Source: an optimization exercise on an open RTL-to-GDS flow (aim: small area). Production flows keep margins and buffers that such runs may drop.
Where RTL was checked, it was by simulation tests only, not by an equivalence proof against the original.
The clock port is modelled as an ideal driver, which makes a skipped or thinned clock tree look cheaper than it is; a real chip needs a root buffer or a tree.
Power figures rest on the tool's default switching activity, not on a simulated workload.

## 10-06
==> module sigma_delta_modulator, before the edit <==
module sigma_delta_modulator #(
    parameter integer N  = 1024,
    parameter integer F  = 14,
    parameter integer SW = F + 2,
    parameter integer M  = N / 8,
    parameter integer AW = F + 1 + $clog2(N + 2),
    parameter integer IW = (N > 1) ? $clog2(N) : 1,
    parameter integer CW = (M > 1) ? $clog2(M) : 1
) (
    input  wire          clk,
    input  wire          rst,
    input  wire          start,
    input  wire          sample_valid,
    input  wire [SW-1:0] sample_data,
    output wire [IW-1:0] sample_idx,
    output reg           busy,
    output wire          done,
    output wire          fault,
    output wire [1:0]    fault_cause,
    output reg           byte_valid,
    output wire [CW-1:0] byte_addr,
    output wire [7:0]    byte_data
);
    localparam integer HW = AW - F;             
    reg [2:0]    idx;
    reg [CW-1:0] ba;
    reg          lo0;
    reg [F-1:1]  lo_n;
    reg [HW-1:0] hi_n;
    reg          cy_n;
    reg [6:0]    sh;
    wire mod_bit = hi_n[HW-1] ^ (~cy_n & ~(|hi_n[HW-2:0]));
    wire en = sample_valid;
    wire [2:0]    k       = {sample_data[SW-1], sample_data[SW-1:F]} + {mod_bit, mod_bit, 1'b1};
    wire [HW-1:0] add_hi  = en ? {{(HW-3){k[2]}}, k} : {HW{1'b0}};
    wire [F-1:0]  add_lo  = en ? sample_data[F-1:0] : {F{1'b0}};
    wire [F:0]    c_lo_n;
    wire [HW-1:0] c_hi_n;
    wire          s_top;
    wire [F-1:1]  s_lo_n;
    wire          s_lo0;
    wire [HW-1:0] s_hi_n;
    sdm_xor   u_lo0_s (.a(lo0), .b(add_lo[0]), .y(s_lo0));
    sdm_nand3 u_lo0_c (.a(lo0), .b(sample_data[0]), .c(en), .y(c_lo_n[1]));
    assign c_hi_n[0] = cy_n;
    genvar i;
    generate
        for (i = 1; i < F; i = i + 1) begin : g_lo
            sdm_fa u_fa (.a(lo_n[i]), .b(~add_lo[i]), .ci(c_lo_n[i]), .s(s_lo_n[i]), .co(c_lo_n[i+1]));
        end
        for (i = 0; i < HW - 1; i = i + 1) begin : g_hi
            sdm_fa u_fa (.a(hi_n[i]), .b(~add_hi[i]), .ci(c_hi_n[i]), .s(s_hi_n[i]), .co(c_hi_n[i+1]));
        end
    endgenerate
    sdm_xor u_top0 (.a(hi_n[HW-1]), .b(~add_hi[HW-1]), .y(s_top));
    sdm_xor u_top1 (.a(s_top), .b(c_hi_n[HW-1]), .y(s_hi_n[HW-1]));
    wire [3:0]    ic;
    wire [2:0]    idx_inc;
    assign ic[0] = en;
    generate
        for (i = 0; i < 3; i = i + 1) begin : g_idx
            sdm_ha u_ha (.a(idx[i]), .b(ic[i]), .s(idx_inc[i]), .co(ic[i+1]));
        end
    endgenerate
    wire last_of_byte  = ic[3];                              
    wire last_of_frame = last_of_byte & (ba == M - 2);       
    wire [CW-1:0] bc;
    wire [CW-1:0] ba_inc;
    assign ba_inc[0] = ~ba[0];
    assign bc[1]     = ba[0];
    assign ba_inc[CW-1] = ba[CW-1] ^ bc[CW-1];
    generate
        for (i = 1; i < CW - 1; i = i + 1) begin : g_ba
            sdm_ha u_ha (.a(ba[i]), .b(bc[i]), .s(ba_inc[i]), .co(bc[i+1]));
        end
    endgenerate
    always @(posedge clk) begin
        if (start) begin
            lo0  <= 1'b1;
            lo_n <= {(F-1){1'b0}};
            hi_n <= {HW{1'b1}};
            cy_n <= 1'b1;
            idx  <= 3'd0;
            ba   <= {CW{1'b1}};
        end else begin
            lo0  <= s_lo0;
            lo_n <= s_lo_n;
            hi_n <= s_hi_n;
            cy_n <= c_lo_n[F];
            idx  <= idx_inc;
            if (last_of_byte)
                ba <= ba_inc;
        end
        if (en)
            sh <= {sh[5:0], mod_bit};
    end
    always @(posedge clk) begin
        if (rst) begin
            busy       <= 1'b0;
            byte_valid <= 1'b0;
        end else if (start) begin
            busy       <= 1'b1;
            byte_valid <= 1'b0;
        end else begin
            if (busy && last_of_frame)
                busy <= 1'b0;
            byte_valid <= busy && last_of_byte;
        end
    end
    assign sample_idx  = {ba_inc, idx};
    assign done        = byte_valid & ~busy;
    assign byte_addr   = ba;
    assign byte_data   = {sh, mod_bit};
    assign fault       = 1'b0;
    assign fault_cause = 2'b00;
endmodule
export LEC_CHECK = 0
export CAP_MARGIN = 20
export CORE_MARGIN = 2
export CORE_UTILIZATION = 70
export PLACE_DENSITY = 0.8
export SLEW_MARGIN = 20
export SYNTH_HIERARCHICAL = 1
create_clock -name core_clock -period 8.0 [get_ports {clk}]
standard.sh (not shown) runs the stock make flow with config.mk's settings and CLKGATE_MAP_FILE= SYNTH_SCRIPT=/design/flow/synth_recipe.tcl, a recipe that flattens the netlist after the stock synthesis.
==> flow/flow/run.sh <==
#!/bin/bash
# The standard layout with these changes:
# - the smallest buffer on each input and output port, and a stronger one
#   (instead of extra buffers) on the input ports that fan out widely
#   (port_buffers.tcl, after global placement);
set -euo pipefail
here=$(pwd)
export BUFFER_PORTS_ARGS="-buffer_cell sky130_fd_sc_hd__buf_1"
export POST_GLOBAL_PLACE_TCL="$here/flow/port_buffers.tcl"
export CTS_ARGS="-sink_clustering_enable -repair_clock_nets -dont_use_dummy_load -buf_list sky130_fd_sc_hd__clkbuf_8"
export CLK_SLEW_TARGET_PS=115
export CLK_CELLS="sky130_fd_sc_hd__clkbuf_2 sky130_fd_sc_hd__buf_2 sky130_fd_sc_hd__clkbuf_4 sky130_fd_sc_hd__buf_4 sky130_fd_sc_hd__buf_6 sky130_fd_sc_hd__clkbuf_8 sky130_fd_sc_hd__buf_8 sky130_fd_sc_hd__buf_12 sky130_fd_sc_hd__clkbuf_16"
export POST_CTS_TCL="$here/flow/clock_leaves.tcl"
bash standard.sh > standard.log 2>&1
Other scripts of this flow, unchanged in this note and not shown: flow/flow/clock_leaves.tcl, flow/flow/port_buffers.tcl
### 10-06 -> 02-03
diff --git a/flow/design.v b/flow/design.v
--- a/flow/design.v
+++ b/flow/design.v
@@ -32,31 +32,28 @@
     wire mod_bit = hi_n[HW-1] ^ (~cy_n & ~(|hi_n[HW-2:0]));
     wire en = sample_valid;
     wire [2:0]    k       = {sample_data[SW-1], sample_data[SW-1:F]} + {mod_bit, mod_bit, 1'b1};
     wire [HW-1:0] add_hi  = en ? {{(HW-3){k[2]}}, k} : {HW{1'b0}};
     wire [F-1:0]  add_lo  = en ? sample_data[F-1:0] : {F{1'b0}};
     wire [F:0]    c_lo_n;
-    wire [HW-1:0] c_hi_n;
-    wire          s_top;
+    wire [HW:0]   c_hi_n;
     wire [F-1:1]  s_lo_n;
     wire          s_lo0;
     wire [HW-1:0] s_hi_n;
     sdm_xor   u_lo0_s (.a(lo0), .b(add_lo[0]), .y(s_lo0));
     sdm_nand3 u_lo0_c (.a(lo0), .b(sample_data[0]), .c(en), .y(c_lo_n[1]));
     assign c_hi_n[0] = cy_n;
     genvar i;
     generate
         for (i = 1; i < F; i = i + 1) begin : g_lo
             sdm_fa u_fa (.a(lo_n[i]), .b(~add_lo[i]), .ci(c_lo_n[i]), .s(s_lo_n[i]), .co(c_lo_n[i+1]));
         end
-        for (i = 0; i < HW - 1; i = i + 1) begin : g_hi
+        for (i = 0; i < HW; i = i + 1) begin : g_hi
             sdm_fa u_fa (.a(hi_n[i]), .b(~add_hi[i]), .ci(c_hi_n[i]), .s(s_hi_n[i]), .co(c_hi_n[i+1]));
         end
     endgenerate
-    sdm_xor u_top0 (.a(hi_n[HW-1]), .b(~add_hi[HW-1]), .y(s_top));
-    sdm_xor u_top1 (.a(s_top), .b(c_hi_n[HW-1]), .y(s_hi_n[HW-1]));
     wire [3:0]    ic;
     wire [2:0]    idx_inc;
     assign ic[0] = en;
     generate
         for (i = 0; i < 3; i = i + 1) begin : g_idx
             sdm_ha u_ha (.a(idx[i]), .b(ic[i]), .s(idx_inc[i]), .co(ic[i+1]));
Notes after the runs:
02-03: full flow OK, the timing, DRC and antenna checks passed
Min count of mapped cells out of synthesis across 02-03 and 10-06: 02-03
Between 10-06 and 02-03, the vertical die dimension figures differ only marginally.
Data required time at the worst endpoint ends up lower on 02-03.
For leakage power, 10-06 and 02-03 come out practically identical.
Summary — total power divided by cell area, 02-03 relative to 10-06: higher, by 1.4%.
| share of layout cells above drive strength 1 | 10-06 vs 02-03 | ≈ equal |
For 02-03, only the layout was checked, not whether the RTL still works.

## static timing again, ports no longer ideal
How much do the figures lean on ideal ports? The routed layouts below were timed once more, with nothing changed but the port constraints.
Step 1 sets driving cells, clkbuf_16 on the clock port and buf_2 on the other inputs (assumed; they add their load-dependent delay and slew).
Step 2 moves the port delays by t, midway between the first and last clock arrival at a register: inputs arrive t later, outputs are due t later. That takes back most of the time a late clock gives input paths.
a / b / c = ideal ports / drivers / drivers and shift; a / b = the first two.
| run | shift t [ns] | setup WS [ns] | worst setup path after step 2 | worst data-port slew with drivers (ns) | pins driven straight from the clock port |
|---|---|---|---|---|---|
| 10-06 | 0.197 | 0.606 / 0.620 / 0.423 | input to register | 0.03 | 4 |
| 02-03 | 0.196 | 0.505 / 0.524 / 0.328 | input to register | 0.04 | 4 |
After both steps setup and hold are still met in every run listed. The setup slack of 10-06, which loses most, moves by +0.014 ns with the drivers and by -0.183 ns with both steps.
